Source: an optimization exercise on an open RTL-to-GDS flow (aim: small area). Production flows keep margins and buffers that such runs may drop. In this exercise RTL edits were held to simulation tests only and were not proved equivalent to the original. No activity file was given, so power comes from the tool's default toggle rates.

## flow/config.mk

```make
export PLATFORM = sky130hd
export DESIGN_NAME = bl0940_block
export DESIGN_NICKNAME = bl0940_block
export VERILOG_FILES = /design/flow/design.v
export SDC_FILE = /design/flow/constraint.sdc
export NUM_CORES = 4
export LEC_CHECK = 0
export CAP_MARGIN = 20
export CORE_MARGIN = 2
export CORE_UTILIZATION = 70
export SLEW_MARGIN = 20
```

## flow/constraint.sdc

```tcl
create_clock -name core_clock -period 10.0 [get_ports {clk}]
set_input_delay 2.0000 -clock core_clock [delete_from_list [all_inputs] [get_ports {clk}]]
set_output_delay 2.0000 -clock core_clock [all_outputs]
set_load 0.01 [all_outputs]
```

## flow/design.v

```verilog
module bl0940_block (
    input  wire        clk,
    input  wire        rst,
    input  wire        csr_we,
    input  wire [7:0]  csr_idx,
    input  wire [63:0] csr_wdata,
    output reg  [63:0] csr_rdata,
    output wire        busy,
    output wire        rx_flush,
    output wire        tx_valid,
    output reg  [7:0]  tx_data,
    output wire        tx_last,
    input  wire        tx_ready,
    input  wire        tx_fail,
    output wire        rx_active,
    input  wire        rx_valid,
    input  wire [7:0]  rx_data,
    input  wire        rx_timeout
);
    localparam [2:0] E_NONE     = 3'd0;
    localparam [2:0] E_RDLEN    = 3'd1;
    localparam [2:0] E_RDCKSUM  = 3'd2;
    localparam [2:0] E_WRSEND   = 3'd3;
    localparam [2:0] E_WRVERIFY = 3'd4;
    localparam [2:0] OPC_READ  = 3'd1;
    localparam [2:0] OPC_WRITE = 3'd2;
    localparam [2:0] OPC_APPLY = 3'd3;
    localparam [2:0] OPC_GET   = 3'd4;
    localparam [1:0] P_IDLE  = 2'd0;
    localparam [1:0] P_FLUSH = 2'd1;
    localparam [1:0] P_TX    = 2'd2;
    localparam [1:0] P_RX    = 2'd3;
    localparam [2:0] S_RD   = 3'd0;   
    localparam [2:0] S_RDV  = 3'd1;   
    localparam [2:0] S_BULK = 3'd2;   
    localparam [2:0] S_UNL  = 3'd4;   
    localparam [2:0] S_WR   = 3'd5;   
    localparam [2:0] S_REL  = 3'd6;   
    reg [2:0]   opc_q;        
    reg [7:0]   addr_q;       
    reg [2:0]   err_q;
    reg         ill_q;
    reg         snap_q;       
    reg [23:0]  arg_q;
    reg         arg_v;
    reg [23:0]  res_q;
    reg         res_v;
    reg [5:0]   cfg_q;
    reg [62:0]  div_q;
    reg         div_v;
    reg [62:0]  rsh_q;
    reg         rsh_v;
    reg [191:0] raw_q;        
    reg [191:0] tmp_q;        
    reg [1:0]   phase;
    reg [2:0]   step;
    reg [5:0]   cnt;          
    reg [7:0]   acc;          
    assign busy      = (phase != P_IDLE);
    assign rx_flush  = (phase == P_FLUSH);
    assign tx_valid  = (phase == P_TX);
    assign rx_active = (phase == P_RX);
    wire is_wr   = step[2];
    wire is_bulk = (step == S_BULK);
    wire op_rd   = (opc_q == OPC_READ);
    wire op_wr   = (opc_q == OPC_WRITE);
    wire op_ap   = (opc_q == OPC_APPLY);
    wire op_get  = (opc_q == OPC_GET);
    wire c0 = (cnt[2:0] == 3'd0);
    wire c1 = (cnt[2:0] == 3'd1);
    wire c2 = (cnt[2:0] == 3'd2);
    wire c3 = (cnt[2:0] == 3'd3);
    wire c4 = (cnt[2:0] == 3'd4);
    wire c5 = (cnt[2:0] == 3'd5);
    wire [7:0] caddr = addr_q | {3'd0, op_ap, op_ap | op_get, op_get, 2'd0};
    wire [23:0] mode_v = {tmp_q[191:188], cfg_q[3:2], cfg_q[1:0],
                          tmp_q[183:178], cfg_q[5], cfg_q[4], tmp_q[175:168]};
    wire use_arg  = step[0] & op_wr & arg_v;
    wire use_mode = step[0] & op_ap;
    wire use_55   = (step == S_UNL);
    wire [7:0] vbyte = ({8{c2 & use_arg}}  & arg_q[7:0])   |
                       ({8{c3 & use_arg}}  & arg_q[15:8])  |
                       ({8{c4 & use_arg}}  & arg_q[23:16]) |
                       ({8{c2 & use_mode}} & mode_v[7:0])   |
                       ({8{c3 & use_mode}} & mode_v[15:8])  |
                       ({8{c4 & use_mode}} & mode_v[23:16]) |
                       ({8{c2 & use_55}}   & 8'h55);
    wire wr_lock = step[2] & !step[0];    
    always @(*) begin
        tx_data = ({8{c0}} & (is_wr ? 8'hA8 : 8'h58)) |
                  ({8{c1}} & (is_bulk ? 8'hAA : wr_lock ? 8'h1A : caddr)) |
                  vbyte |
                  ({8{c5}} & ~acc);
    end
    assign tx_last = is_wr ? c5 : c1;
    wire       tx_hs   = tx_valid && tx_ready;
    wire       rx_take = rx_active && rx_valid;
    wire [7:0] acc_in  = rx_active ? rx_data : tx_data;
    wire [7:0] acc_nx  = acc + acc_in;
    wire [5:0] cnt_nx  = cnt + 6'd1;
    wire       rx_full = rx_take && (cnt_nx == (is_bulk ? 6'd37 : 6'd6));
    wire       rx_end  = rx_active && (rx_timeout || rx_full);
    wire       ck_ok   = (acc_nx == 8'hFF);
    wire       val_b   = c2 | c3 | c4;     
    wire       fld_b   = (cnt >= 6'd3  && cnt <= 6'd8)  ||
                         (cnt >= 6'd12 && cnt <= 6'd14) ||
                         (cnt >= 6'd18 && cnt <= 6'd20) ||
                         (cnt >= 6'd24 && cnt <= 6'd26) ||
                         (cnt >= 6'd30 && cnt <= 6'd35);
    wire       tmp_sh  = rx_take && (is_bulk ? fld_b : (step == S_RD && val_b));
    wire       res_sh  = rx_take && step == S_RD && op_rd && val_b;
    always @(posedge clk) begin
        if (tmp_sh)
            tmp_q <= {rx_data, tmp_q[191:8]};
        if (res_sh)
            res_q <= {rx_data, res_q[23:8]};
    end
    wire        host_we   = csr_we && !busy;
    wire [7:0]  w_opc     = csr_wdata[7:0];
    wire        cmd_legal = (w_opc >= 8'd1) && (w_opc <= 8'd4) &&
                            (csr_wdata[63:16] == 48'd0) &&
                            !(w_opc[2] | w_opc[1] & w_opc[0] && csr_wdata[15:8] != 8'd0);
    wire        cfg_legal = (csr_wdata[1:0] != 2'd3) && (csr_wdata[3:2] != 2'd3);
    wire        cal_legal = !csr_wdata[63] && (csr_wdata[62:52] != 11'h7FF) &&
                            (csr_wdata[62:0] != 63'd0);
    wire        we_cmd    = host_we && csr_idx == 8'h00 && cmd_legal;
    always @(posedge clk) begin
        if (we_cmd)
            addr_q <= csr_wdata[15:8];
        if (host_we && csr_idx == 8'h03)
            arg_q <= csr_wdata[23:0];
        if (host_we && csr_idx == 8'h06 && cal_legal)
            div_q <= csr_wdata[62:0];
        if (host_we && csr_idx == 8'h07 && cal_legal)
            rsh_q <= csr_wdata[62:0];
        if (phase == P_RX && rx_end && rx_full && ck_ok && step == S_RD && op_get)
            raw_q <= tmp_q;
    end
    wire lo0 = (csr_idx[7:3] == 5'd0);
    wire hi2 = (csr_idx[7:3] == 5'b00010) & snap_q;
    wire s_cmd = lo0 & (csr_idx[2:0] == 3'd0);
    wire s_err = lo0 & (csr_idx[2:0] == 3'd1);
    wire s_st  = lo0 & (csr_idx[2:0] == 3'd2);
    wire s_arg = lo0 & (csr_idx[2:0] == 3'd3) & arg_v;
    wire s_res = lo0 & (csr_idx[2:0] == 3'd4) & res_v;
    wire s_cfg = lo0 & (csr_idx[2:0] == 3'd5);
    wire s_div = lo0 & (csr_idx[2:0] == 3'd6);
    wire s_rsh = lo0 & (csr_idx[2:0] == 3'd7);
    wire s_addr = s_cmd & (opc_q != 3'd0);
    wire [7:0] s_raw;
    genvar gi;
    generate for (gi = 0; gi < 8; gi = gi + 1) begin : g_rs
        assign s_raw[gi] = hi2 & (csr_idx[2:0] == gi);
    end endgenerate
    reg [23:0] raw_rd;
    integer ri;
    always @(*) begin
        raw_rd = 24'd0;
        for (ri = 0; ri < 8; ri = ri + 1)
            raw_rd = raw_rd | ({24{s_raw[ri]}} & raw_q[ri*24 +: 24]);
    end
    wire [63:0] div_rd = div_v ? {1'b0, div_q} : 64'h3FF0000000000000;
    wire [63:0] rsh_rd = rsh_v ? {1'b0, rsh_q} : 64'h3FF0000000000000;
    always @(*) begin
        csr_rdata = ({64{s_div}} & div_rd) | ({64{s_rsh}} & rsh_rd) |
                    {40'd0, raw_rd | ({24{s_arg}} & arg_q) | ({24{s_res}} & res_q)} |
                    {48'd0, {8{s_addr}} & addr_q, 5'd0, {3{s_err}} & err_q | {3{s_cmd}} & opc_q | {1'b0, {2{s_st}} & {snap_q, ill_q}}} |
                    {58'd0, {6{s_cfg}} & cfg_q};
    end
    always @(posedge clk) begin
        if (rst) begin
            opc_q  <= 3'd0;
            err_q  <= E_NONE;
            ill_q  <= 1'b0;
            snap_q <= 1'b0;
            arg_v  <= 1'b0;
            res_v  <= 1'b0;
            cfg_q  <= 6'd0;
            div_v  <= 1'b0;
            rsh_v  <= 1'b0;
            phase  <= P_IDLE;
        end else begin
            case (phase)
                P_IDLE: begin
                    if (host_we) begin
                        ill_q <= 1'b1;
                        case (csr_idx)
                            8'h00: if (cmd_legal) begin
                                ill_q <= 1'b0;
                                opc_q <= w_opc[2:0];
                                err_q <= E_NONE;
                                phase <= P_FLUSH;
                                case (w_opc[2:0])
                                    OPC_WRITE: step <= (csr_wdata[15:8] == 8'h1A) ? S_WR : S_UNL;
                                    OPC_GET:   step <= S_BULK;
                                    default:   step <= S_RD;
                                endcase
                            end
                            8'h03: begin
                                ill_q <= 1'b0;
                                arg_v <= 1'b1;
                            end
                            8'h05: if (cfg_legal) begin
                                ill_q <= 1'b0;
                                cfg_q <= csr_wdata[5:0];
                            end
                            8'h06: if (cal_legal) begin
                                ill_q <= 1'b0;
                                div_v <= 1'b1;
                            end
                            8'h07: if (cal_legal) begin
                                ill_q <= 1'b0;
                                rsh_v <= 1'b1;
                            end
                            default: ;
                        endcase
                    end
                end
                P_FLUSH: begin
                    cnt   <= 6'd0;
                    acc   <= 8'd0;
                    phase <= P_TX;
                end
                P_TX: begin
                    if (tx_ready) begin
                        cnt <= cnt_nx;
                        if (!(is_bulk && cnt[0]))
                            acc <= acc_nx;
                        if (tx_last) begin
                            if (tx_fail && step != S_REL) begin
                                err_q <= E_WRSEND;
                                if (step == S_RD && op_rd)
                                    res_v <= 1'b0;
                                phase <= P_IDLE;
                            end else begin
                                case (step)
                                    S_UNL: begin
                                        step  <= S_WR;
                                        phase <= P_FLUSH;
                                    end
                                    S_WR: begin
                                        if (op_wr && addr_q == 8'h1A) begin
                                            phase <= P_IDLE;
                                        end else begin
                                            step  <= S_RDV;
                                            phase <= P_FLUSH;
                                        end
                                    end
                                    S_REL:   phase <= P_IDLE;
                                    default: phase <= P_RX;
                                endcase
                            end
                        end
                    end
                end
                default: begin  
                    if (rx_take) begin
                        cnt <= cnt_nx;
                        acc <= acc_nx;
                        if (step == S_RDV && val_b && rx_data != vbyte)
                            err_q <= E_WRVERIFY;
                    end
                    if (rx_end) begin
                        if (!rx_full || !ck_ok) begin
                            err_q <= !rx_full ? E_RDLEN : E_RDCKSUM;
                            if (step == S_RD && op_rd)
                                res_v <= 1'b0;
                            phase <= P_IDLE;
                        end else begin
                            case (step)
                                S_BULK: begin
                                    step  <= S_RD;
                                    phase <= P_FLUSH;
                                end
                                S_RDV: begin
                                    if (err_q[2]) begin    
                                        phase <= P_IDLE;
                                    end else begin
                                        step  <= S_REL;
                                        phase <= P_FLUSH;
                                    end
                                end
                                default: begin  
                                    if (op_ap) begin
                                        step  <= S_UNL;
                                        phase <= P_FLUSH;
                                    end else begin
                                        if (op_rd)
                                            res_v <= 1'b1;
                                        if (op_get)
                                            snap_q <= 1'b1;
                                        phase <= P_IDLE;
                                    end
                                end
                            endcase
                        end
                    end
                end
            endcase
        end
    end
endmodule
```

## flow/flow/run.sh

```bash
#!/bin/bash
# The standard ORFS layout (standard.sh) with three changes:
#  - synthesis maps the logic with an area-oriented abc script (flow/area_synth.tcl);
#  - every port still gets a buffer, but the smallest one (buf_1);
#  - a coarser clock tree of clkbuf_8 without dummy loads.
# make's output goes to orfs_make.log; ORFS's per-step logs are under orfs/logs/.
set -uo pipefail
here=$(pwd)
bash standard.sh \
  "SYNTH_SCRIPT=$here/flow/area_synth.tcl" \
  "AREA_ABC_SCRIPT=$here/flow/area.abc" \
  "BUFFER_PORTS_ARGS=-buffer_cell sky130_fd_sc_hd__buf_1" \
  "CTS_ARGS=-sink_clustering_enable -repair_clock_nets -buf_list sky130_fd_sc_hd__clkbuf_8 -sink_clustering_size 16 -sink_clustering_max_diameter 60 -dont_use_dummy_load" \
  finish > orfs_make.log 2>&1
```

## flow/flow/area.abc

```
strash
ifraig
scorr
dc2
strash
&get -n
&deepsyn -T 20
&nf -a -R 500
&put
topo
dnsize -c
```

## flow/flow/area_synth.tcl

```tcl
# The standard flow's synthesis script (synth_recipe.tcl) with one change: the abc call that maps the
# logic uses an area-oriented script (flow/area.abc) instead of ORFS's speed script.
proc synth {args} { yosys synth -nofsm -noshare {*}$args }
proc abc {args} {
  set i [lsearch -exact $args -script]
  if { $i >= 0 } { lset args [expr {$i + 1}] $::env(AREA_ABC_SCRIPT) }
  set j [lsearch -exact $args -D]
  if { $j >= 0 } { set args [lreplace $args $j [expr {$j + 1}]] }
  yosys abc {*}$args
}
source $::env(SCRIPTS_DIR)/synth.tcl
# left out here: clear keep_hierarchy, flatten, clean up, hide names made inside functions, write 1_2_yosys.v
```

## flow/standard.sh

```bash
#!/bin/bash
# synth_recipe.tcl (not shown) runs the flow's synth.tcl, then flattens the netlist and writes it again
# the make line also repeats each setting of config.mk as NAME=value (left out here)
make -C /OpenROAD-flow-scripts/flow DESIGN_CONFIG=/design/flow/config.mk WORK_HOME=/design/flow/orfs CLKGATE_MAP_FILE= SYNTH_SCRIPT=/design/flow/synth_recipe.tcl "${@:-finish}"
```

==> summary.md, run 1 <==
| Metric | Value |
|---|---|
| Final WS setup | 2488 ps |
| Leak | about 7.3 nW |
| Fraction of the yosys area taken by sequential cells | between 80% and 90% |
| Post-DRT Antenna Nets | 0 |
| Drt pass-1 iters | 6 |
| Final worst-path cycle share | around three quarters |
| Area Growth Syn to Fin | 9.073% |
| Startpoint types | primary input |
| Status | no timing/DRC/antenna violations |
| Fin nets | 1,500 |
| Share of post-route cells with drive strength above 1 | 6.317% |
| Vias per cell | between 7 and 8 |
| Routability cong. | between 0.9 and 1 |
| Peak supply drop | roughly 140 uV |
| Placed cells | approximately 1,700 |
| Largest net degree at the start of global routing | roughly 140 |
| Root Driver | clkbuf_8 |
| Clk_skew | 55.17 ps |
| Most frequent cells in the layout | 583 x edfxtp_1, 162 x buf_1, 65 x a22o_1 |
| Initial Utilization | a little under three quarters |
| Mapped cell area | 0.02190 sq mm |
| Setup bufs post-CTS | 0 |
| Seq cells post-synth | between 600 and 700 |
| Final WL | about 54,000 um |
| Fmax | between 100 and 150 MHz |
| CTS sink cnt | between 600 and 700 |
| Die Span X | between 150 and 200 um |
| Reg clk slew, reported paths | ~100 ps |
| Final Hold Viols | 0 |
| CP Class | in -> out |
| Vias in the first global route | between 10,000 and 15,000 |
| CTS buffer count | 44 |
| Synth top area cells | edfxtp_1 80%, a22o_1 2.6%, a222oi_1 2.6% |
| Post-cts hold buffer count | 0 |
| Antenna violations before repair | 1 |
| Syn Nets | around 1,300 |
| Largest area contributor in the netlist | edfxtp_1 |
| Top cell type's share of synthesized area | about four fifths |
| Worst-Margin Slew | 1274 ps |
| Reg area | 0.01791 sq mm |
| Worst skew pair latency | roughly 600 ps |
| Ys Warns | 1 |
| Residual DRC | 0 |
| # setup viols final | 0 |
| CTS tree | yes |
| Crit Path Max Fanout | 32 |
| Crit path capture type | primary output |
| Fin crit period | about 7500 ps |
| Layout Utilization | between 70% and 80% |
| Synth Instances | between 1,000 and 1,500 |
| Worst Hold Class | reg -> reg |
| Predominant post-synthesis flop cell | edfxtp_1 |
| DP Area | approximately 0.023 sq mm |
| Gr ovfl total | 0 |
| CP arrival | between 5000 and 6000 ps |
| Post-DP HPWL | around 35,000 um |
| H-tree levels | 2 |
| Tot GR Track Use | between 30% and 40% |
| FFs w/ async S/R, synth | 0% |
| Die height | about 180 um |
| Post-synth EDFFs | just under 600 |
| Via count | 12,840 |
| Fill count | approximately 1,700 |
| Number of DRC markers in iteration 0 | 2,111 |
| Top Ports | approximately 160 |
| Relative slew slack | 14.28% |
| Unrepaired setup endpoints after global routing | false |
| Core region area | between 0.03 and 0.04 sq mm |
| Most common cell after layout, fill and taps aside | edfxtp_1 |
| Die ar. | 0.03271 sq mm |
| PD cells | between 150 and 200 mW/mm^2 |
| Port bufs | around 160 |
| Synth cell types | 58 |
| Wire per inst | 30.00 um |
| Fin. max-slew vios | 0 |
| Design area | between 0.02 and 0.025 sq mm |
| Avg Inst Size Synth | about 19 sq um |
| First-pass GRT wire length | slightly below 80,000 um |
| Non-Filler Instances | 1,791 |
| Max-cap viol count | 0 |
| Place WS | roughly 2600 ps |
| Row cnt | 64 |
| Worst path required time | 8000 ps |
| Area occupied by multi-input gates | 0.004004 sq mm |
| Setup TNS | 0 ps |
| Worst-case clock buffer depth | 3 |
| Post-CTS resize count | 0 |
worst paths after layout:
check,from,endpoint,slack [ps],depth (start not counted)
setup / recovery,csr_idx[3],csr_rdata[15],2490,10
hold / removal,tmp_q[1],raw_q[1],410,0
setup reg to reg,step[0],raw_q[22],2950,18
hold reg to reg,tmp_q[1],raw_q[1],410,0
worst max-delay path: stages:
cell      delay (ps)
buf_1             90
nor4_1           480
nor2b_1          290
nand2b_1         200
nor2_1           670
and2_2           860
buf_4            430
a222oi_1         170
nand4_1          140
buf_1            180
report_power, final:
part | internal, mW | switching [mW] | leakage [nW]
sequential | 2.74 | 0.00228 | 5.41
clock | 0.396 | 0.700 | 0.316
combinational | 0.0132 | 0.0360 | 1.59
Yosys cell counts, drive strengths merged (2+ instances only):
master and instances:
edfxtp 583, a22o 65, nor2 58, a222oi 56
nand2 41, a221oi 34, nand4 32, a22oi 31
a21oi 21, dfxtp 20, nor3 19, nor4 19
ha 17, clkinv 16, nor2b 14, a221o 11
and3 9, nand3 9, xnor2 8, and2 7
mux2 7, nand2b 7, o2111ai 7, o21ai 6
xor2 6, o211ai 5, a211oi 4, a31oi 4
or2 4, or4 4, a21o 3, nor3b 3
o21bai 3, a2111oi 2, a21boi 2, and4b 2
nor4bb 2, o211a 2
state kept, by name, indices dropped and copies added, names as in the netlist, 2 cells and up:
signal / count
acc: 8
addr_q: 8
arg_q: 24
cfg_q: 6
cnt: 6
div_q: 63
err_q: 3
opc_q: 3
phase: 2
raw_q: 192
res_q: 24
rsh_q: 63
step: 3
tmp_q: 192
per-stage QoR:
stage                     power (mW)  hold slack, ps
final                          3.883           414.2
after floorplan                2.806           400.3
after detailed placement       2.844           404.5
after global placement         2.842           403.5
after CTS                      3.893           420.5
after global routing           3.977           446.2
layout make-up:
| cell class | count | area share (%) |
|---|---|---|
| Multi-Input combinational cell | 543 | 16.76 |
| Inverter | 16 | 0.2514 |
| Antenna cell | 2 | 0.02095 |
| Tap cell | 396 | 2.074 |
| Clock buffer | 44 | 2.535 |
| Timing Repair Buffer | 187 | 3.384 |
| Sequential cell | 603 | 74.97 |
kinds of logic after synthesis:
| family | synth area share (%) |
|---|---|
| buf+inv | 0.3086 |
| flops | 81.77 |
| simple gates | 5.656 |
| other cells | 0.01712 |
| mux | 0.4057 |
| compound gates | 10.22 |
| fa+ha+maj | 1.063 |
| xor+xnor | 0.5599 |
metal layers:
layer | routed length (um) | track usage [%] | vias to the layer above
met5 | 0 | 0 | -
met4 | 1661 | 10.39 | 0
met3 | 7035 | 6.753 | 116
met2 | 24200 | 48.14 | 971
met1 | 20840 | 50.16 | 6336
li1 | - | - | 5414
==> inputs of run 2 (changes only) <==
--- a/flow/flow/run.sh
+++ b/flow/flow/run.sh
@@ -12,3 +12,3 @@
   "BUFFER_PORTS_ARGS=-buffer_cell sky130_fd_sc_hd__buf_1" \
-  "CTS_ARGS=-sink_clustering_enable -repair_clock_nets -buf_list sky130_fd_sc_hd__clkbuf_8 -sink_clustering_size 16 -sink_clustering_max_diameter 60 -dont_use_dummy_load" \
+  "CTS_ARGS=-sink_clustering_enable -repair_clock_nets -buf_list sky130_fd_sc_hd__clkbuf_8 -sink_clustering_size 18 -sink_clustering_max_diameter 70 -dont_use_dummy_load" \
   finish > orfs_make.log 2>&1
--- a/flow/config.mk
+++ b/flow/config.mk
@@ -9,3 +9,3 @@
 export CORE_MARGIN = 2
-export CORE_UTILIZATION = 70
+export CORE_UTILIZATION = 78
 export SLEW_MARGIN = 20
==> run 2 against run 1 <==
Still clean on timing, DRC and antenna. Cell area shrank 0.26%. Area after synthesis stayed put. Power is 1.0% lower. Utilization is 8.1 points higher. Critical endpoint is now csr_rdata[12].
==> summary.md, run 2 <==
| Metric | Value |
|---|---|
| Status | no timing/DRC/antenna violations (unchanged) |
| Drt pass-1 iters | 6 (unchanged) |
| Largest net degree at the start of global routing | 74 (was 138) |
| Wire per inst | 31.36 um (was 30.00 um) |
| Worst setup endpoint | csr_rdata[12] (was csr_rdata[15]) |
| Post-CTS resize count | 0 (unchanged) |
| Worst path cell trace | buf_1 > nor4_1 > nor2b_1 > nand2_1 > nor2_1 > and2_2 > buf_4 > a222oi_1 > nand4_1 > buf_1 (was buf_1 > nor4_1 > nor2b_1 > nand2b_1 > nor2_1 > and2_2 > buf_4 > a222oi_1 > nand4_1 > buf_1) |
| Antenna violations before repair | 0 (was 1) |
| Non-Filler Instances | 1,769 (was 1,791) |
| Layout Utilization | 85.99% (was 77.88%) |
| Crit Path Max Fanout | 27 (was 32) |
| Antenna Cells | 0 (was 2) |
| Worst skew pair latency | 610 ps (was 600 ps) |
| Core region area | 0.02771 sq mm (was 0.03067 sq mm) |
| Top cells by instance count after synthesis | 583 x edfxtp_1, 65 x a22o_1, 58 x nor2_1 (unchanged) |
| CP arrival | 5630 ps (was 5510 ps) |
| Worst Setup SP | csr_idx[5] (was csr_idx[3]) |
| Die ar. | 0.02943 sq mm (was 0.03271 sq mm) |
| Crit-path max cell delay | 720 ps (was 860 ps) |
| Number of DRC markers in iteration 0 | 2,435 (was 2,111) |
| Die height | 171.6 um (was 180.9 um) |
| R2R depth | 20 (was 18) |
| Leading cell type by number of instances after synthesis | edfxtp_1 (unchanged) |
| Predominant post-synthesis flop cell | edfxtp_1 (unchanged) |
| # setup viols final | 0 (unchanged) |
| Routability cong. | 1.006 (was 0.9358) |
| Setup TNS | 0 ps (unchanged) |
| Worst path required time | 8000 ps (about the same) |
| Row cnt | 61 (was 64) |
| Peak supply drop | 200.5 uV (was 143.6 uV) |
| Tot GR Track Use | 38.38% (was 32.61%) |
| Fin. max-slew vios | 0 (unchanged) |
| Clk_skew | 89.12 ps (was 55.17 ps) |
| Vias per cell | 7.444 (was 7.168) |
| Most frequent cells in the layout | 583 x edfxtp_1, 162 x buf_1, 65 x a22o_1 (unchanged) |
| Fmax | 131.1 MHz (was 133.1 MHz) |
| Synth cell types | 58 (unchanged) |
| Crit path capture type | primary output (unchanged) |
| FFs w/ async S/R, synth | 0% (unchanged) |
| Top cell type's share of synthesized area | 79.95% (unchanged) |
| Via count | 13,170 (was 12,840) |
| Regs by FF count | raw_q: 192 flops, tmp_q: 192 flops (unchanged) |
| Ys Warns | 1 (unchanged) |
| Fraction of the yosys area taken by sequential cells | 81.77% (unchanged) |
| H-tree levels | 2 (unchanged) |
| Final WL | 55,480 um (was 53,730 um) |
| Placed cells | 1,729 (was 1,745) |
| Synth top area cells | edfxtp_1 80%, a22o_1 2.6%, a222oi_1 2.6% (unchanged) |
| Gr ovfl total | 0 (unchanged) |
| Post-cts hold buffer count | 0 (unchanged) |
| Fin nets | 1,498 (was 1,500) |
| Share of post-route cells with drive strength above 1 | 6.254% (was 6.317%) |
| Worst-Margin Slew | 1173 ps (was 1274 ps) |
| Reg clk slew, reported paths | 120 ps (was 100 ps) |
| Max-cap viol count | 0 (unchanged) |
| CP max-delay cell | and2_2 (unchanged) |
| Largest area contributor in the netlist | edfxtp_1 (unchanged) |
| Syn Nets | 1,268 (unchanged) |
| CTS tree | yes (unchanged) |
| Port bufs | 162 (unchanged) |
| Hold WS | 407.0 ps (was 414.2 ps) |
| CTS sink cnt | 603 (unchanged) |
| Relative slew slack | 21.10% (was 14.28%) |
| Synth Instances | 1,163 (unchanged) |
| Area Growth Syn to Fin | 8.787% (was 9.073%) |
| Post-synth EDFFs | 583 (unchanged) |
| Final Hold Viols | 0 (unchanged) |
| Seq cells post-synth | 603 (unchanged) |
| R2r setup slk | 2810 ps (was 2950 ps) |
| CP Class | in -> out (unchanged) |
| Critical Path Most Common Cell | buf_1 (unchanged) |
| Tot Pwr | 3.843 mW (was 3.883 mW) |
| Reg2Reg Launch Point | cnt[2] (was step[0]) |
| Post-DRT Antenna Nets | 0 (unchanged) |
| Avg Inst Size Synth | 18.83 sq um (unchanged) |
| Hold path depth | 0 (unchanged) |
| Worst-case clock buffer depth | 3 (unchanged) |
| Vias in the first global route | 12,480 (was 12,190) |
| Min-delay src | tmp_q[89] (was tmp_q[1]) |
| Initial Utilization | 79.04% (was 71.40%) |
| Fill count | 1,224 (was 1,724) |
| CTS buffer count | 40 (was 44) |
| Root Driver | clkbuf_8 (unchanged) |
| First-pass GRT wire length | 79,610 um (was 78,160 um) |
| Leak | 7.294 nW (was 7.315 nW) |
| Reg2Reg Capture Point | raw_q[155] (was raw_q[22]) |
| Fin crit period | 7630 ps (was 7512 ps) |
| Post-DP HPWL | 36,030 um (was 34,630 um) |
| Die Span X | 171.6 um (was 180.9 um) |
| Unrepaired setup endpoints after global routing | false (unchanged) |
| Most common cell after layout, fill and taps aside | edfxtp_1 (unchanged) |
| Residual DRC | 0 (unchanged) |
| Setup bufs post-CTS | 0 (unchanged) |
| Startpoint types | primary input (unchanged) |
| Top Ports | 164 (unchanged) |
| Final worst-path cycle share | 76.30% (was 75.12%) |
| Mapped cell area | 0.02190 sq mm (unchanged) |
| Worst Hold Class | reg -> reg (unchanged) |
| PD cells | 161.3 mW/mm^2 (was 162.6 mW/mm^2) |
[run 2: worst min path at each step]
stage | to | slack, ps
floorplan | raw_q[0] | 400
global placement | raw_q[5] | 400
detailed placement | raw_q[0] | 400
CTS | raw_q[89] | 410
global route | tmp_q[81] | 410
finish | raw_q[89] | 410
[run 2: metal layers]
metal  global-route usage [%]  share of wire (%)
met2                    58.06                 45
met3                    8.099                 15
met4                    16.10                4.4
met5                        0                  0
met1                    56.06                 35
[run 2: cells by family after synthesis]
group                    Yosys count  share of synthesized area [%]
AO/OA/AOI/OAI                    265                          10.22
XOR/XNOR                          14                         0.5599
adder cells (fa/ha/maj)           18                          1.063
buffers and inverters             17                         0.3086
flip-flops                       603                          81.77
multiplexers                       8                         0.4057
other                              1                        0.01712
AND/OR/NAND/NOR                  237                          5.656
[run 2: worst max-delay path, delay by kind of cell]
| kind | cells | cell delay (ps) |
|---|---|---|
| and+or+nand+nor | 6 | 2600 |
| buffers and inverters | 3 | 830 |
| AOI/OAI and AO/OA | 1 | 190 |
[run 2: layout make-up]
| type | instances | area (sq um) | area share [%] |
|---|---|---|---|
| Sequential cell | 603 | 17910 | 75.17 |
| Clock buffer | 40 | 550.5 | 2.311 |
| Timing Repair Buffer | 189 | 810.8 | 3.403 |
| Multi-Input combinational cell | 543 | 4021 | 16.88 |
| Inverter | 16 | 60.06 | 0.2521 |
| Tap cell | 378 | 473.0 | 1.985 |
[run 2: report_power, final]
part           switching (mW)  total [mW]  leakage (nW)  internal, mW
Sequential            0.00219        2.74          5.41          2.74
Combinational          0.0373      0.0507          1.60        0.0134
Clock                   0.692        1.05         0.288         0.362
[run 2: stage by stage]
stage,worst slack [ps],instance area [sq um]
after floorplan,843.8,21900
after global placement,2810,23260
after detailed placement,2499,23260
after CTS,2477,23810
after global routing,2170,23820
final,2370,23820
==> inputs of run 3 (changes only) <==
--- a/flow/config.mk
+++ b/flow/config.mk
@@ -7,5 +7,5 @@
 export LEC_CHECK = 0
-export CAP_MARGIN = 20
+export CAP_MARGIN = 10
 export CORE_MARGIN = 2
 export CORE_UTILIZATION = 78
-export SLEW_MARGIN = 20
+export SLEW_MARGIN = 10
==> run 3 against run 2 <==
Critical path depth unchanged. Die area unchanged. Maximum frequency up 0.42%. Power about the same. Register-to-register slack gained 30 ps. Final cell count is essentially flat. Global-route usage stayed put. First-iteration DRC count up 4.4%. Utilization hardly changed. Cell area about the same. Via count grew 1.1%. Critical path type unchanged. Largest cell class unchanged. Highest routed layer unchanged.
==> summary.md, run 3 <==
| Metric | Value |
|---|---|
| Status | no timing/DRC/antenna violations (unchanged) |
| Max-cap viol count | 0 (unchanged) |
| Synth Instances | 1,163 (unchanged) |
| Ys Warns | 1 (unchanged) |
| Via count | 13,320 (was 13,170) |
| Port bufs | 162 (unchanged) |
| Place WS | 2499 ps (unchanged) |
| Reg clk slew, reported paths | 120 ps (about the same) |
| Initial Utilization | 79.04% (unchanged) |
| R2R depth | 20 (unchanged) |
| Die height | 171.6 um (unchanged) |
| Drt pass-1 iters | 6 (unchanged) |
| Worst-case clock buffer depth | 3 (unchanged) |
| Largest area contributor in the netlist | edfxtp_1 (unchanged) |
| Post-CTS resize count | 0 (unchanged) |
| Avg Inst Size Synth | 18.83 sq um (unchanged) |
| Root Driver | clkbuf_8 (unchanged) |
| Regs by FF count | raw_q: 192 flops, tmp_q: 192 flops (unchanged) |
| Most common cell after layout, fill and taps aside | edfxtp_1 (unchanged) |
| Largest net degree at the start of global routing | 74 (unchanged) |
| Leading cell type by number of instances after synthesis | edfxtp_1 (unchanged) |
| Area Growth Syn to Fin | 8.742% (was 8.787%) |
| Share of post-route cells with drive strength above 1 | 6.111% (was 6.254%) |
| Vias per cell | 7.524 (was 7.444) |
| Worst-Margin Slew | 1279 ps (was 1173 ps) |
| Wire per inst | 31.37 um (was 31.36 um) |
| Peak supply drop | 200.5 uV (about the same) |
| Predominant post-synthesis flop cell | edfxtp_1 (unchanged) |
| Die ar. | 0.02943 sq mm (unchanged) |
| Relative slew slack | 14.06% (was 21.10%) |
| Leak | 7.292 nW (was 7.294 nW) |
| R2r setup slk | 2840 ps (was 2810 ps) |
| Core region area | 0.02771 sq mm (unchanged) |
| Worst Hold Class | reg -> reg (unchanged) |
| Mapped cell area | 0.02190 sq mm (unchanged) |
| Design area | 0.02381 sq mm (was 0.02382 sq mm) |
| Routability cong. | 1.006 (unchanged) |
| Gr ovfl total | 0 (unchanged) |
| Vias in the first global route | 12,480 (unchanged) |
| Setup TNS | 0 ps (unchanged) |
| Reg2Reg Capture Point | raw_q[155] (unchanged) |
| Final Hold Viols | 0 (unchanged) |
| CP arrival | 5600 ps (was 5630 ps) |
| Fraction of the yosys area taken by sequential cells | 81.77% (unchanged) |
| Worst skew pair latency | 610 ps (about the same) |
| Crit Path Max Fanout | 27 (unchanged) |
| Die Span X | 171.6 um (unchanged) |
| Worst path required time | 8000 ps (about the same) |
| Clk_skew | 88.76 ps (was 89.12 ps) |
| H-tree levels | 2 (unchanged) |
| Post-cts hold buffer count | 0 (unchanged) |
| Reg2Reg Launch Point | cnt[2] (unchanged) |
| Residual DRC | 0 (unchanged) |
| Top cells by instance count after synthesis | 583 x edfxtp_1, 65 x a22o_1, 58 x nor2_1 (unchanged) |
| Fmax | 131.6 MHz (was 131.1 MHz) |
| DP Area | 0.02326 sq mm (unchanged) |
| Final WL | 55,520 um (was 55,480 um) |
| Crit path capture type | primary output (unchanged) |
| Number of DRC markers in iteration 0 | 2,542 (was 2,435) |
| Tot GR Track Use | 38.38% (unchanged) |
| Fin nets | 1,498 (unchanged) |
| Startpoint types | primary input (unchanged) |
| Post-DP HPWL | 36,030 um (unchanged) |
| Antenna violations before repair | 0 (unchanged) |
| Final WS setup | 2401 ps (was 2370 ps) |
| Most frequent cells in the layout | 583 x edfxtp_1, 162 x buf_1, 65 x a22o_1 (unchanged) |
| Fin crit period | 7599 ps (was 7630 ps) |
| Unrepaired setup endpoints after global routing | false (unchanged) |
| Fill count | 1,228 (was 1,224) |
| Worst setup endpoint | csr_rdata[12] (unchanged) |
| Row cnt | 61 (unchanged) |
| Seq cells post-synth | 603 (unchanged) |
| Top cell type's share of synthesized area | 79.95% (unchanged) |
| CTS sink cnt | 603 (unchanged) |
| Synth cell types | 58 (unchanged) |
| Synth top area cells | edfxtp_1 80%, a22o_1 2.6%, a222oi_1 2.6% (unchanged) |
| # setup viols final | 0 (unchanged) |
| Fin. max-slew vios | 0 (unchanged) |
| CTS buffer count | 40 (unchanged) |
| Post-DRT Antenna Nets | 0 (unchanged) |
| CTS tree | yes (unchanged) |
| Setup bufs post-CTS | 0 (unchanged) |
| PD cells | 161.4 mW/mm^2 (was 161.3 mW/mm^2) |
| Syn Nets | 1,268 (unchanged) |
| FFs w/ async S/R, synth | 0% (unchanged) |
| Post-synth EDFFs | 583 (unchanged) |
| Top Ports | 164 (unchanged) |
| First-pass GRT wire length | 79,610 um (unchanged) |
| CP Class | in -> out (unchanged) |
| Final worst-path cycle share | 75.99% (was 76.30%) |
| Worst Setup SP | csr_idx[5] (unchanged) |
## run 3: cell count changes in the layout (fill, tap and decap cells not counted), sizes merged
cell / delta
diode: +1
## run 3: power breakdown
part | switching [mW] | internal [mW] | leakage [nW]
Combinational | 0.0371 | 0.0134 | 1.60
Clock | 0.692 | 0.362 | 0.288
Sequential | 0.00220 | 2.74 | 5.41
## run 3: stage by stage
step | hold WS (ps) | power [mW] | util (%) | std cells
after floorplan | 400.3 | 2.806 | - | 1163
after global placement | 401.6 | 2.842 | 83.95 | 1729
after detailed placement | 404.5 | 2.844 | 83.95 | 1729
after CTS | 406.1 | 3.838 | 85.94 | 1769
after global routing | 414.2 | 3.918 | 85.94 | 1769
final | 408.3 | 3.843 | 85.95 | 1770
## run 3: per-layer routing
layer / vias up / part of all wire, % / track usage [%]
met3: 170 / 15 / 8.099
met4: 0 / 4.4 / 16.10
met5: - / 0 / 0
li1: 5406 / - / -
met2: 1300 / 45 / 58.06
met1: 6442 / 35 / 56.06
## run 3: cell families (layout without fill, tap and decap cells)
family          count (synthesis)  after routing  share of synthesized area, %
compound gates                265            265                         10.22
xor+xnor                       14             14                        0.5599
fa+ha+maj                      18             18                         1.063
buf+inv                        17            245                        0.3086
flops                         603            603                         81.77
mux                             8              8                        0.4057
other cells                     1              2                       0.01712
simple gates                  237            237                         5.656
## run 3: layout make-up
cell class,count,area [sq um],share of cell area [%]
clock buffers,40,550.5,2.312
diodes,1,2.502,0.01051
multi-input cells,543,4009,16.83
flip-flops and latches,603,17910,75.20
well taps,378,473.0,1.986
inverters,16,60.06,0.2522
repair buffers,189,810.8,3.405
## run 3: critical path, cell delays in order
cell and delay, ps:
buf_1 80, nor4_1 460, nor2b_1 320, nand2_1 210
nor2_1 700, and2_2 720, buf_4 520, a222oi_1 190
nand4_1 180, buf_1 200
## run 3: worst min-delay path by stage
stage               startpoint         to  depth (start not counted)
CTS                  tmp_q[89]  raw_q[89]                          0
global route         tmp_q[89]  tmp_q[81]                          0
detailed placement    tmp_q[0]   raw_q[0]                          0
finish               tmp_q[89]  raw_q[89]                          0
global placement      tmp_q[5]   raw_q[5]                          0
floorplan             tmp_q[0]   raw_q[0]                          0
==> inputs of run 4 (changes only) <==
--- a/flow/config.mk
+++ b/flow/config.mk
@@ -7,5 +7,5 @@
 export LEC_CHECK = 0
-export CAP_MARGIN = 10
+export CAP_MARGIN = 20
 export CORE_MARGIN = 2
-export CORE_UTILIZATION = 78
-export SLEW_MARGIN = 10
+export CORE_UTILIZATION = 75
+export SLEW_MARGIN = 20
==> run 4 against run 3 <==
Critical endpoint is now csr_rdata[13]. Clock skew shrank 24 ps. Hold slack better by 9.9 ps. Flip-flop and latch count unchanged. Still clean on timing, DRC and antenna. Critical path depth unchanged. Synthesized cell count unchanged. Die area is 3.9% higher. Sequential share of layout area decreased by 0.067 points.
==> summary.md, run 4 <==
| Metric | Value |
|---|---|
| Status | no timing/DRC/antenna violations (unchanged) |
| Design area | 0.02383 sq mm (was 0.02381 sq mm) |
| Seq cells post-synth | 603 (unchanged) |
| Tot Pwr | 3.819 mW (was 3.843 mW) |
| Avg Inst Size Synth | 18.83 sq um (unchanged) |
| CTS tree | yes (unchanged) |
| CP arrival | 5580 ps (was 5600 ps) |
| Routability cong. | 0.9764 (was 1.006) |
| Post-synth EDFFs | 583 (unchanged) |
| Critical Path Most Common Cell | buf_1 (unchanged) |
| Top Ports | 164 (unchanged) |
| Min-delay src | tmp_q[0] (was tmp_q[89]) |
| Final WL | 53,480 um (was 55,520 um) |
| Most frequent cells in the layout | 583 x edfxtp_1, 162 x buf_1, 65 x a22o_1 (unchanged) |
| Worst skew pair latency | 600 ps (was 610 ps) |
| Die height | 174.9 um (was 171.6 um) |
| Fin crit period | 7579 ps (was 7599 ps) |
| Vias in the first global route | 12,310 (was 12,480) |
| R2r setup slk | 3340 ps (was 2840 ps) |
| Synth cell types | 58 (unchanged) |
| Mapped cell area | 0.02190 sq mm (unchanged) |
| Die ar. | 0.03058 sq mm (was 0.02943 sq mm) |
| Worst path required time | 8000 ps (about the same) |
| Worst-case clock buffer depth | 3 (unchanged) |
| Final Hold Viols | 0 (unchanged) |
| Area Growth Syn to Fin | 8.839% (was 8.742%) |
| CTS buffer count | 39 (was 40) |
| Post-cts hold buffer count | 0 (unchanged) |
| Port bufs | 162 (unchanged) |
| Top cell type's share of synthesized area | 79.95% (unchanged) |
| Drt pass-1 iters | 9 (was 6) |
| Die Span X | 174.9 um (was 171.6 um) |
| Core region area | 0.02870 sq mm (was 0.02771 sq mm) |
| Largest net degree at the start of global routing | 123 (was 74) |
| Fraction of the yosys area taken by sequential cells | 81.77% (unchanged) |
| Reg clk slew, reported paths | 110 ps (was 120 ps) |
| Worst path cell trace | buf_1 > nor4_1 > nor2b_1 > nand2b_1 > nor2_1 > and2_2 > buf_4 > a222oi_1 > nand4_1 > buf_1 (was buf_1 > nor4_1 > nor2b_1 > nand2_1 > nor2_1 > and2_2 > buf_4 > a222oi_1 > nand4_1 > buf_1) |
| Fin. max-slew vios | 0 (unchanged) |
| Initial Utilization | 76.29% (was 79.04%) |
| Number of DRC markers in iteration 0 | 2,484 (was 2,542) |
| Fmax | 131.9 MHz (was 131.6 MHz) |
| Most common cell after layout, fill and taps aside | edfxtp_1 (unchanged) |
| Wire per inst | 30.15 um (was 31.37 um) |
| Final worst-path cycle share | 75.79% (was 75.99%) |
| Share of post-route cells with drive strength above 1 | 5.980% (was 6.111%) |
| Tot GR Track Use | 35.36% (was 38.38%) |
| Gr ovfl total | 0 (unchanged) |
| Crit path capture type | primary output (unchanged) |
| Hold path depth | 0 (unchanged) |
| Post-CTS resize count | 0 (unchanged) |
| Synth top area cells | edfxtp_1 80%, a22o_1 2.6%, a222oi_1 2.6% (unchanged) |
| Reg2Reg Launch Point | cnt[2] (unchanged) |
| H-tree levels | 2 (unchanged) |
| Clk_skew | 64.48 ps (was 88.76 ps) |
| Top cells by instance count after synthesis | 583 x edfxtp_1, 65 x a22o_1, 58 x nor2_1 (unchanged) |
| Startpoint types | primary input (unchanged) |
| Residual DRC | 0 (unchanged) |
| Ys Warns | 1 (unchanged) |
| Leak | 7.281 nW (was 7.292 nW) |
| Setup bufs post-CTS | 0 (unchanged) |
| Fill count | 1,371 (was 1,228) |
| R2R depth | 21 (was 20) |
| Syn Nets | 1,268 (unchanged) |
| Synth Instances | 1,163 (unchanged) |
| CP max-delay cell | and2_2 (unchanged) |
| DP Area | 0.02326 sq mm (about the same) |
| Crit-path max cell delay | 800 ps (was 720 ps) |
| First-pass GRT wire length | 77,870 um (was 79,610 um) |
| Post-DP HPWL | 34,570 um (was 36,030 um) |
| # setup viols final | 0 (unchanged) |
| Peak supply drop | 145.8 uV (was 200.5 uV) |
| Relative slew slack | 24.51% (was 14.06%) |
| Row cnt | 62 (was 61) |
| Largest area contributor in the netlist | edfxtp_1 (unchanged) |
| Worst Hold Class | reg -> reg (unchanged) |
| Regs by FF count | raw_q: 192 flops, tmp_q: 192 flops (unchanged) |
| Unrepaired setup endpoints after global routing | false (unchanged) |
| CTS sink cnt | 603 (unchanged) |
| WHS Endpoint | raw_q[0] (was raw_q[89]) |
| Leading cell type by number of instances after synthesis | edfxtp_1 (unchanged) |
| PD cells | 160.3 mW/mm^2 (was 161.4 mW/mm^2) |
| Layout Utilization | 83.04% (was 85.95%) |
| Vias per cell | 7.319 (was 7.524) |
| Via count | 12,980 (was 13,320) |
| Post-DRT Antenna Nets | 0 (unchanged) |
| Setup TNS | 0 ps (unchanged) |
| Worst-Margin Slew | 1124 ps (was 1279 ps) |
| Root Driver | clkbuf_8 (unchanged) |
| Max-cap viol count | 0 (unchanged) |
| CP Class | in -> out (unchanged) |
| FFs w/ async S/R, synth | 0% (unchanged) |
| Crit Path Max Fanout | 28 (was 27) |
| Reg2Reg Capture Point | raw_q[140] (was raw_q[155]) |
| Antenna violations before repair | 3 (was 0) |
| Fin nets | 1,495 (was 1,498) |
| Predominant post-synthesis flop cell | edfxtp_1 (unchanged) |
-- run 4: cell counts after synthesis --
No cell type changed its count.
-- run 4: area by class of cell --
cell class | instances | area [sq um] | area share (%)
Tap cell | 384 | 480.5 | 2.016
Sequential cell | 603 | 17910 | 75.13
Antenna cell | 2 | 5.005 | 0.02100
Timing Repair Buffer | 187 | 820.8 | 3.444
Multi-Input combinational cell | 543 | 4024 | 16.88
Clock buffer | 39 | 536.8 | 2.252
Inverter | 16 | 60.06 | 0.2520
-- run 4: worst max path at each step --
stage,start,cells after the start,slack [ps],end
4_1_cts,csr_idx[3],10,2560,csr_rdata[13]
5_1_grt,csr_idx[3],10,2280,csr_rdata[13]
2_1_floorplan,rx_data[1],12,840,raw_q[0]
3_3_place_gp,csr_idx[3],10,2720,csr_rdata[13]
3_5_place_dp,csr_idx[3],10,2560,csr_rdata[13]
6_report,csr_idx[3],10,2420,csr_rdata[13]
-- run 4: logic make-up (layout without fill, tap and decap cells) --
kind of cell | Yosys count | after routing | synth area share, %
AOI/OAI and AO/OA | 265 | 265 | 10.22
xor gates and xnor gates | 14 | 14 | 0.5599
adders and majority gates | 18 | 18 | 1.063
buffers and inverters | 17 | 242 | 0.3086
DFF | 603 | 603 | 81.77
muxes | 8 | 8 | 0.4057
other | 1 | 3 | 0.01712
and+or+nand+nor | 237 | 237 | 5.656
-- run 4: power breakdown --
group / internal [mW] / switching, mW / leakage (nW)
sequential: 2.74 / 0.00227 / 5.41
clock: 0.353 / 0.678 / 0.280
combinational: 0.0134 / 0.0367 / 1.59
total: 3.10 / 0.717 / 7.28
-- run 4: worst max-delay path, delay by kind of cell --
family	cells	cell delay [ps]
buffers and inverters	3	680
AND/OR/NAND/NOR	6	2700
AO/OA/AOI/OAI	1	180
-- run 4: metal layers --
| metal | part of all wire (%) | routed length (um) | global-route usage [%] | vias to the layer above |
|---|---|---|---|---|
| met4 | 5.0 | 2666 | 15.73 | 2 |
| met3 | 14 | 7413 | 6.527 | 183 |
| met5 | 0.024 | 13 | 0 | - |
| met2 | 44 | 23730 | 52.04 | 1158 |
| met1 | 37 | 19660 | 53.40 | 6236 |
| li1 | - | - | - | 5405 |
-- run 4: stage by stage --
step | instances | hold WS [ps] | setup slack [ps]
global placement | 1732 | 401.5 | 2718
global route | 1773 | 434.1 | 2284
finish | 1774 | 418.2 | 2421
CTS | 1771 | 419.9 | 2561
floorplan | 1163 | 400.3 | 843.8
detailed placement | 1732 | 404.5 | 2564
==> inputs of run 5 (changes only) <==
--- a/flow/flow/run.sh
+++ b/flow/flow/run.sh
@@ -8,2 +8,6 @@
 here=$(pwd)
+# the platform's don't-use cells, plus the larger plain buffers, so that the resizer's
+# buffering uses buf_1 and buf_2
+dont_use=$(make -s -C "$FLOW_HOME" DESIGN_CONFIG="$here/config.mk" WORK_HOME="$here/orfs" print-DONT_USE_CELLS 2>print_vars.log | sed -n 's/^DONT_USE_CELLS: //p')
+dont_use="$dont_use sky130_fd_sc_hd__buf_4 sky130_fd_sc_hd__buf_6 sky130_fd_sc_hd__buf_8 sky130_fd_sc_hd__buf_12 sky130_fd_sc_hd__buf_16"
 bash standard.sh \
@@ -13,2 +17,3 @@
   "CTS_ARGS=-sink_clustering_enable -repair_clock_nets -buf_list sky130_fd_sc_hd__clkbuf_8 -sink_clustering_size 18 -sink_clustering_max_diameter 70 -dont_use_dummy_load" \
+  "DONT_USE_CELLS=$dont_use" \
   finish > orfs_make.log 2>&1
==> run 5 against run 4 <==
The run now fails in synthesis (1_2_yosys).
==> summary.md, run 5 <==
| Metric | Value |
|---|---|
| Status | stopped before the end (was no timing/DRC/antenna violations) |
| Failing step | synthesis (1_2_yosys) |
| Error | ERROR: TCL interpreter returned an error: The step that buffers pass-through wires placed cells that are on DONT_USE_CELLS: 1 sky130_fd_sc_hd__buf_4 (a module's cells ... |
| Ys Warns | 1 (unchanged) |
==> inputs of run 6 (changes only) <==
--- a/flow/flow/run.sh
+++ b/flow/flow/run.sh
@@ -18,2 +18,3 @@
   "DONT_USE_CELLS=$dont_use" \
+  "MIN_BUF_CELL_AND_PORTS=sky130_fd_sc_hd__buf_2 A X" \
   finish > orfs_make.log 2>&1
==> run 6 against run 5 <==
The run now finishes clean.
==> summary.md, run 6 <==
| Metric | Value |
|---|---|
| Clock share of power | between 20% and 30% |
| Residual DRC | 0 |
| H-tree levels | 2 |
| WP buf/inv | 3 |
| CP Class | in -> out |
| Logic pwr share | around 1.3% |
| Synth cell types | a little under 60 |
| Status | no timing/DRC/antenna violations (was stopped before the end) |
| CP arrival | ~5800 ps |
| Avg Inst Size Synth | between 15 and 20 sq um |
| CTS buffer count | 39 |
| Die Span X | roughly 170 um |
| Peak supply drop | about 160 uV |
| Drt pass-1 iters | 6 |
| Top Ports | around 160 |
| Worst-Margin Slew | 1199 ps |
| Worst skew pair latency | roughly 600 ps |
| Port bufs | 162 |
| FFs w/ async S/R, synth | 0% |
| Crit path capture type | primary output |
| Largest area contributor in the netlist | edfxtp_1 |
| Core region area | 0.02870 sq mm |
| PD cells | 160.7 mW/mm^2 |
| Max-cap viol count | 0 |
| Final worst-path cycle share | between 70% and 80% |
| Vias per cell | 7.384 |
| CP top delay family | simple AND/OR/NAND/NOR gates |
| Post-DP HPWL | 34,800 um |
| Largest net degree at the start of global routing | 129 |
| Row cnt | 62 |
| Place WS | between 2000 and 2500 ps |
| CTS sink cnt | between 600 and 700 |
| Syn Nets | between 1,000 and 1,500 |
| Final Hold Viols | 0 |
| Reg clk slew, reported paths | between 100 and 150 ps |
| Number of DRC markers in iteration 0 | 2,306 |
| Post-CTS resize count | 0 |
| Tot GR Track Use | 35.56% |
| Final WL | ~54,000 um |
| Final WS setup | approximately 2200 ps |
| CTS tree | yes |
| Post-synth EDFFs | a little under 600 |
| Top cells by instance count after synthesis | 583 x edfxtp_1, 65 x a22o_1, 58 x nor2_1 |
| Share of post-route cells with drive strength above 1 | approximately 4.8% |
| Synth top area cells | edfxtp_1 80%, a22o_1 2.6%, a222oi_1 2.6% |
| Sequential power share | between 70 and 80% |
| Most common cell after layout, fill and taps aside | edfxtp_1 |
| Worst path cell trace | buf_1 > nor4_1 > nor2b_1 > nand2_1 > nor2_1 > and2_2 > dlygate4sd1_1 > a22o_1 > buf_1 |
| Seq cells post-synth | between 600 and 700 |
| Fin nets | 1,489 |
| Most frequent cells in the layout | 583 x edfxtp_1, 162 x buf_1, 65 x a22o_1 |
| Vias in the first global route | 12,500 |
| Synth Instances | ~1,200 |
| Fmax | ~130 MHz |
| Post-cts hold buffer count | 0 |
| Area Growth Syn to Fin | 8.892% |
| Setup TNS | 0 ps |
| CP max-delay cell | and2_2 |
| Leading cell type by number of instances after synthesis | edfxtp_1 |
| Mapped cell area | 0.02190 sq mm |
| Setup bufs post-CTS | 0 |
| Via count | 13,050 |
| Tot Pwr | ~3.8 mW |
| Routability cong. | approximately 0.98 |
| Regs by FF count | raw_q: 192 flops, tmp_q: 192 flops |
| Leak | about 7.3 nW |
| Gr ovfl total | 0 |
| Switch share | between 10% and 20% |
| Startpoint types | primary input |
| Predominant post-synthesis flop cell | edfxtp_1 |
| Die height | approximately 170 um |
| Ys Warns | 1 (unchanged) |
| Unrepaired setup endpoints after global routing | false |
| Critical Path Most Common Cell | buf_1 |
| Initial Utilization | approximately 76% |
| Post-DRT Antenna Nets | 0 |
| Die ar. | around 0.031 sq mm |
| Antenna violations before repair | 1 |
| Worst path required time | approximately 8000 ps |
| Crit Path Max Fanout | between 40 and 50 |
| Fin. max-slew vios | 0 |
| Worst Hold Class | reg -> reg |
| First-pass GRT wire length | just under 80,000 um |
| Worst-case clock buffer depth | 3 |
| Clk_skew | around 47 ps |
| Root Driver | clkbuf_8 |
| # setup viols final | 0 |
| Wire per inst | 30.50 um |
| Relative slew slack | around 20% |
| Top cell type's share of synthesized area | 79.95% |
| Crit-path max cell delay | 1060 ps |
| Fraction of the yosys area taken by sequential cells | 81.78% |
| Fin crit period | between 7000 and 8000 ps |
| Int Pwr | roughly 3.1 mW |
| Switching pwr | about 0.73 mW |
## run 6: metrics by stage
step / hold WS [ps] / instances / area (sq um) / utilization (%)
floorplan: 400.3 / 1163 / 21900 / -
CTS: 431.4 / 1766 / 23840 / 83.05
finish: 439.9 / 1767 / 23840 / 83.07
global route: 436.4 / 1766 / 23840 / 83.06
global placement: 404.0 / 1727 / 23290 / 81.13
detailed placement: 407.5 / 1727 / 23300 / 81.18
## run 6: metal layers
metal	track usage (%)	part of all wire [%]
met1	52.62	37
met5	0	0
met3	7.267	14
met4	13.26	3.9
met2	54.18	46
## run 6: cell type report
cell class	instances	area, sq um
Sequential cell	603	17910
Clock buffer	39	536.8
Multi-Input combinational cell	543	4036
Timing Repair Buffer	181	819.5
Inverter	16	60.06
Fill cell	1335	4860
Antenna cell	1	2.502
Tap cell	384	480.5
## run 6: logic make-up (layout without fill, tap and decap cells)
kind of cell / after synthesis / in the layout / synth area share (%)
flops: 603 / 603 / 81.78
compound gates: 265 / 265 / 10.22
simple gates: 237 / 237 / 5.657
fa+ha+maj: 18 / 18 / 1.063
buf+inv: 17 / 236 / 0.2971
xor+xnor: 14 / 14 / 0.5600
mux: 8 / 8 / 0.4057
other cells: 1 / 2 / 0.01713
## run 6: power groups by stage
stage | Sequential, mW | Combinational (mW) | Clock [mW]
3_5_place_dp | 2.80 | 0.0483 | 0
5_1_grt | 2.74 | 0.0529 | 1.11
3_3_place_gp | 2.80 | 0.0459 | 0
4_1_cts | 2.74 | 0.0486 | 1.04
2_1_floorplan | 2.80 | 0.0100 | 0
6_report | 2.74 | 0.0503 | 1.04
## run 6: worst paths after layout
kind / start / end / slack, ps / depth (start not counted)
max: csr_idx[3] / csr_rdata[24] / 2190 / 9
min: tmp_q[5] / raw_q[5] / 440 / 0
max reg2reg: cnt[2] / raw_q[107] / 2390 / 22
min reg2reg: tmp_q[5] / raw_q[5] / 440 / 0

## port drivers added, routing unchanged
No port has a modelled driver above. Below, the same layouts with a new extraction and two added sets of constraints.
Step 1 assumes that a clkbuf_16 drives the clock port and a buf_2 every other input.
Step 2 times the ports against the registers' clock, not the clock port: input delays grow and output delays shrink by t, the midpoint of the rising clock arrivals with the driver on.
a / b / c = ideal ports / drivers / drivers and shift; a / b = the first two.
run	t, ns	setup WS [ns]	pins driven straight from the clock port
run 1	0.619	2.488 / 2.463 / 2.463	1
run 2	0.607	2.370 / 2.349 / 2.349	1
run 3	0.609	2.401 / 2.381 / 2.381	1
run 4	0.617	2.421 / 2.392 / 2.392	1
run 6	0.618	2.188 / 2.165 / 2.165	1
After both steps setup and hold are still met in every run listed. For run 4, which loses most, drivers alone change the setup slack by -0.029 ns; drivers and shift together by -0.029 ns.
